Source: an optimization exercise on an open RTL-to-GDS flow (aim: small area, a short achievable clock period and few clock cycles). Production flows keep margins and buffers that such runs may drop.
The RTL was checked by simulation tests, not by an equivalence proof against the original design.

==> flow/design.v (excerpt) <==
module gc_src_linear (
    input  wire        clk,
    input  wire        rst,
    input  wire        start,
    input  wire [23:0] cfg_rs,
    input  wire [23:0] cfg_rt,
    input  wire [2:0]  cfg_chm1,
    input  wire        in_valid,
    output wire        in_ready,
    input  wire [31:0] in_data,
    output reg         out_valid,
    input  wire        out_ready,
    output reg  [31:0] out_data
);
For scale: roughly 9200 cells after synthesis, about 120 I/O pins, about 0.072 mm2 of cells after synthesis.
clock: 125.0 ns
lec_check: 0
abc_area: 1
cap_margin: 20
core_margin: 2
core_utilization: 40
setup_slack_margin: 5
slew_margin: 20
run.sh (not shown) runs the stock make flow with config.mk's settings and CLKGATE_MAP_FILE= SYNTH_SCRIPT=/design/flow/synth_recipe.tcl, a recipe that flattens the netlist after the stock synthesis.
Testbench counts at the start, summed over its fixed seeds: cycles 276,178.
Edit:
--- a/flow/design.v
+++ b/flow/design.v
@@ -1947,39 +1947,37 @@
     input  wire [23:0] cfg_rs,
     input  wire [23:0] cfg_rt,
     input  wire [2:0]  cfg_chm1,
     input  wire        in_valid,
     output wire        in_ready,
     input  wire [31:0] in_data,
     output reg         out_valid,
     input  wire        out_ready,
     output reg  [31:0] out_data
 );
     reg [2:0]  chm1;
-    reg [6:0]  tsel;          
+    reg [2:0]  hd;            
     reg [23:0] rs_q, rt_q;
     reg [31:0] pr [0:7];
     reg [31:0] cr [0:7];
-    wire [31:0] p_h = pr[0];
-    wire [31:0] c_h = cr[0];
+    wire [31:0] p_h = pr[hd];
+    wire [31:0] c_h = cr[hd];
     wire load;
-    wire [31:0] p_in = load ? c_h : p_h;        
-    wire [31:0] c_in = load ? in_data : c_h;
     integer k;
     always @(posedge clk) begin
         for (k = 0; k < 7; k = k + 1) begin
-            pr[k] <= tsel[k] ? p_in : pr[k+1];
-            cr[k] <= tsel[k] ? c_in : cr[k+1];
+            pr[k] <= pr[k+1];
+            cr[k] <= cr[k+1];
         end
-        pr[7] <= p_in;
-        cr[7] <= c_in;
+        pr[7] <= load ? c_h : p_h;               
+        cr[7] <= load ? in_data : c_h;
     end
     reg        act;           
     reg        ini;           
     reg        ir;            
     reg [2:0]  ph;            
     reg [2:0]  ldc;           
     reg        lf;            
     reg        ow;            
     reg [2:0]  ec;            
     reg        fst;           
     reg        zp;            
@@ -2096,23 +2094,23 @@
             s_m <= m_y;
             s_r <= m_rnd;
         end
         if (mv && (cnt == 2'd0 || (cnt == 2'd1 && pop))) out_data <= y;
         else if (pop && cnt[1]) out_data <= sk;
         if (mv && ((cnt == 2'd1 && !pop) || (cnt[1] && pop))) sk <= y;
     end
     reg [31:0] sk;            
     always @(posedge clk) begin
         if (start) begin
             chm1 <= cfg_chm1;
-            tsel <= 7'd1 << cfg_chm1;
+            hd <= ~cfg_chm1;
             rs_q <= cfg_rs;
             rt_q <= cfg_rt;
         end
         if (ini) begin
             q <= 48'b0;
             r <= 24'b0;
             rge <= 1'b0;
             rr <= 24'b0;
             dcnt <= 7'd0;
         end else begin
             if (fdone) begin
After rerunning:
- maximum frequency hardly moves
- worst setup slack got worse by 52 ps
- global-route usage increases by 1.3 points
- routed wire length came out higher by about 2%
- utilization came out higher by 0.25 points
- first-iteration DRC count is higher by about 0.4%
- synthesized cell count falls by 7.3%
- hold slack gets worse by 92 ps
- synthesized area goes down by 3.0%
Testbench counts after the change, summed over its fixed seeds: cycles 276,178.

--- another note on this design; it stands on its own ---

## build 56
// gc_src_linear
module gc_src_linear (
    input  wire        clk,
    input  wire        rst,
    input  wire        start,
    input  wire [23:0] cfg_rs,
    input  wire [23:0] cfg_rt,
    input  wire [2:0]  cfg_chm1,
    input  wire        in_valid,
    output wire        in_ready,
    input  wire [31:0] in_data,
    output reg         out_valid,
    input  wire        out_ready,
    output reg  [31:0] out_data
);
Size: about 8400 cells after synthesis, ~900 flip-flops, ~120 I/O pins, ~68000 µm² of cells after synthesis.
Settings: LEC_CHECK=0, ABC_AREA=1, CAP_MARGIN=20, CORE_MARGIN=2, CORE_UTILIZATION=40, CTS_CLUSTER_DIAMETER=100, CTS_CLUSTER_SIZE=20, SETUP_SLACK_MARGIN=5, SLEW_MARGIN=20; clock period 125.0 ns.
run.sh (not shown) runs the stock make flow with config.mk's settings and CLKGATE_MAP_FILE= SYNTH_SCRIPT=/design/flow/synth_recipe.tcl, a recipe that flattens the netlist after the stock synthesis.
Build 56: no failed stages, no open violations at the end
Testbench counts of build 56, summed over its fixed seeds: cycles 276,178.
Edits applied to the flow inputs when going from build 56 to build 97:
-- flow/config.mk --
<<< build 56, line 14
>>> build 97, line 14
export GPL_TIMING_DRIVEN = 0
==> comparison <==
- | non-clock buffer count | lower: build 56 |
- The weighted congestion reported at the end of routability-driven placement of build 97 exceeds that of build 56 by 0.091.
- Summary — share of cell area taken by flip-flops and latches, build 97 relative to build 56: lower, by 0.31 points.
- Delta (build 97 minus build 56): final cell count now sits higher, post-detailed-route wirelength per cell has increased.
For build 40, these inputs were changed with respect to build 97:
-- flow/config.mk --
<<< build 97, line 12
export CTS_CLUSTER_DIAMETER = 100
export CTS_CLUSTER_SIZE = 20
export GPL_TIMING_DRIVEN = 0
>>> build 40, line 12
export CTS_CLUSTER_DIAMETER = 130
export CTS_CLUSTER_SIZE = 22
### Flow results
Having completed the whole flow, build 40 delivered a layout that passed the timing, DRC and antenna checks.
Summary of the comparison: met3 global-route usage is lower in build 40, relative to build 97.
Sort build 40 and build 97 by delay contributed by the slowest stage of the critical path, descending, and build 97 comes first.
Looking at endpoint of the worst setup timing path, the pr[7][18] result is from build 97; the acc[14] one comes from build 40.
As of build 40, first-iteration DRC count had fallen by more than 10% compared to build 97.
Build 40 vs. build 97: core utilization of the finished layout went down by 0.62 points.
### build 40 -> build 10
-- flow/config.mk --
<<< build 40, line 12
export CTS_CLUSTER_DIAMETER = 130
export CTS_CLUSTER_SIZE = 22
>>> build 10, line 12
export CTS_CLUSTER_DIAMETER = 120
export CTS_CLUSTER_SIZE = 26
## What came out
Between build 10 and build 40, the difference in count of non-filler cells in the finished layout is negligible.
Diff build 10 and build 40: synthesis-to-layout area growth higher in build 40
Build 10 gives more final period demand of the worst path than build 40 did.

========
Starting RTL as in the previous note.
clock: 125.0 ns
lec_check: 0
abc_area: 1
cap_margin: 20
core_margin: 2
core_utilization: 40
cts_cluster_diameter: 60
cts_cluster_size: 30
setup_slack_margin: 5
slew_margin: 20
The starting point completed with no timing, DRC or antenna violations.
Testbench counts at the start, summed over its fixed seeds: cycles 276,178.
Next try:
CTS_CLUSTER_DIAMETER = 80   (was 60)
CTS_CLUSTER_SIZE = 24   (was 30)
Effect:
- The new run completed with no timing, DRC or antenna violations
- register-to-register slack gets worse by 0.15 ns
- maximum frequency stays flat
- area after synthesis stays the same
- die area is unchanged

--- another note on this design; it stands on its own ---

==> job 2582 <==
Design gc_src_linear, start of the top module:
module gc_src_linear (
    input  wire        clk,
    input  wire        rst,
    input  wire        start,
    input  wire [23:0] cfg_rs,
    input  wire [23:0] cfg_rt,
    input  wire [2:0]  cfg_chm1,
    input  wire        in_valid,
    output wire        in_ready,
    input  wire [31:0] in_data,
    output reg         out_valid,
    input  wire        out_ready,
    output reg  [31:0] out_data
);
export LEC_CHECK = 0
export ABC_AREA = 1
export CAP_MARGIN = 20
export CORE_MARGIN = 2
export CORE_UTILIZATION = 40
export SETUP_SLACK_MARGIN = 5
export SLEW_MARGIN = 20
create_clock -name core_clock -period 125.0 [get_ports {clk}]
run.sh (not shown) runs the stock make flow with config.mk's settings and CLKGATE_MAP_FILE= SYNTH_SCRIPT=/design/flow/synth_recipe.tcl, a recipe that flattens the netlist after the stock synthesis.
==> job 7884: changes against job 2582 <==
--- a/flow/design.v
+++ b/flow/design.v
@@ -2018,14 +2018,24 @@
     wire fc1   = lf || (ldc == chm1);                    
     wire pr0   = fc0 && odone;
     wire pr1   = fc1 && odone;
     wire ow_s  = ow && !(fdone && last);
     wire [2:0] ph_nx  = inc(ph);
     wire [2:0] ec_nx  = issue ? inc(ec) : ec;
     wire [2:0] ldc_1  = inc(ldc);
+    wire [25:0] acc_0  = pr0 ? a_fp : a_f;
+    wire [25:0] acc_1  = pr1 ? a_fp : a_f;
+    wire        ow_0   = pr0 ? a_fp[25] : ow_s;
+    wire        ow_1   = pr1 ? a_fp[25] : ow_s;
+    wire        last_0 = pr0 ? !lp_s : !lf_s;
+    wire        last_1 = pr1 ? !lp_s : !lf_s;
+    wire        fst_0  = fst && !pr0;
+    wire        fst_1  = fst && !pr1;
+    wire        zp_0   = zp && !(pr0 && !fst);
+    wire        zp_1   = zp && !(pr1 && !fst);
     wire pop = out_valid && out_ready;
     wire mv  = s_v && !cnt[1];
     wire sv_n = issue || (s_v && !mv);
     wire [1:0] cn_00 = cnt + {1'b0, mv};
     wire [1:0] cn_01 = cnt + {1'b0, mv} - 2'd1;
     function irn;
         input l, p;
@@ -2151,25 +2161,19 @@
             out_valid <= 1'b0;
         end else begin
             ph <= ph_nx;
             ec <= ec_nx;
             if (load) ldc <= ldc_1;
             ir <= act && (load ? (pop ? ir11 : ir10) : (pop ? ir01 : ir00));
             lf <= load ? (fc1 && !pr1) : (fc0 && !pr0);
-            if (load ? pr1 : pr0) begin
-                acc <= a_fp;
-                ow <= a_fp[25];
-                last <= !lp_s;
-                fst <= 1'b0;
-                if (!fst) zp <= 1'b0;
-            end else begin
-                acc <= a_f;
-                ow <= ow_s;
-                last <= !lf_s;
-            end
+            acc  <= load ? acc_1 : acc_0;
+            ow   <= load ? ow_1 : ow_0;
+            last <= load ? last_1 : last_0;
+            fst  <= load ? fst_1 : fst_0;
+            zp   <= load ? zp_1 : zp_0;
             if (dv && dcnt == 7'd71) begin
                 dv <= 1'b0;
                 qv <= 1'b1;
             end
             s_v <= sv_n;
             cnt <= pop ? cn_01 : cn_00;
             out_valid <= pop ? (cn_01 != 2'd0) : (cn_00 != 2'd0);
Settings changed: CTS_BUF_LIST set to sky130_fd_sc_hd__clkbuf_8.
==> summary.txt <==
quantity	job 7884	job 2582
Width of the chip	417.7 um	416.7 um
Share of the synthesized netlist area taken by xor and xnor gates	5.886%	5.875%
Starting Density	40.36%	40.24%
Count of inserted antenna diode cells	4	2
Reg area	0.02064 mm^2	0.02064 mm^2
Number of distinct library cells after synthesis	76	77
Post-synthesis instance area	0.06847 mm^2	0.06813 mm^2
Vias per inst	5.487	5.482
Estimated wirelength of the detail-placed design	161000 um	156700 um
Status	timing/DRC/antenna clean	timing/DRC/antenna clean
First-pass GRT wire length	340100 um	327900 um
Worst setup path end	out_valid	acc[23]
Fraction of area in clock buffers and inverters	4.442%	4.272%
Number of buffers added by the clock tree synthesis step	151	92
Testbench counts of job 2582, summed over its fixed seeds: cycles 276,178.
Testbench counts of job 7884, summed over its fixed seeds: cycles 276,178.

-- static timing again, ports no longer ideal --
The flow's constraints put no driver on any port. The routed layouts listed below were extracted and timed again, unchanged, in two steps.
Step 1, drivers: a clkbuf_16 drives clk and a buf_2 each remaining input, both assumed.
Step 2 moves the port delays by t, midway between the first and last clock arrival at a register: inputs arrive t later, outputs are due t later. That takes back most of the time a late clock gives input paths.
Three values: no drivers, after step 1, after step 2; two values: the first two.
run	t (ns)	setup slack, ns	hold slack, ns	worst setup path after step 2	clock arrival spread, ns
the first run of note 1	0.818	96.898 / 96.940 / 96.123	0.419 / 0.419 / 0.419	input to register	0.085 / 0.085
the second run of note 1	0.774	96.846 / 96.897 / 96.122	0.327 / 0.327 / 0.327	input to register	0.041 / 0.041
build 56	0.775	98.234 / 98.156 / 97.531	0.306 / 0.306 / 0.306	input to register	0.080 / 0.080
build 97	0.770	97.506 / 97.543 / 96.772	0.310 / 0.310 / 0.310	input to register	0.075 / 0.075
build 40	0.753	98.230 / 98.174 / 97.536	0.337 / 0.337 / 0.337	input to register	0.070 / 0.070
build 10	0.766	98.217 / 98.199 / 97.508	0.339 / 0.339 / 0.339	input to register	0.053 / 0.053
the first run of note 3	0.798	98.247 / 98.172 / 97.507	0.317 / 0.317 / 0.317	input to register	0.069 / 0.069
the second run of note 3	0.778	98.233 / 98.158 / 97.552	0.289 / 0.289 / 0.289	input to register	0.087 / 0.086
job 2582	0.773	97.862 / 97.847 / 97.074	0.330 / 0.330 / 0.330	input to register	0.087 / 0.088
job 7884	0.977	98.045 / 97.973 / 97.500	0.322 / 0.322 / 0.322	input to register	0.071 / 0.071
After both steps setup and hold are still met in every run listed. The setup slack of job 2582, which loses most, moves by -0.015 ns with the drivers and by -0.788 ns with both steps.
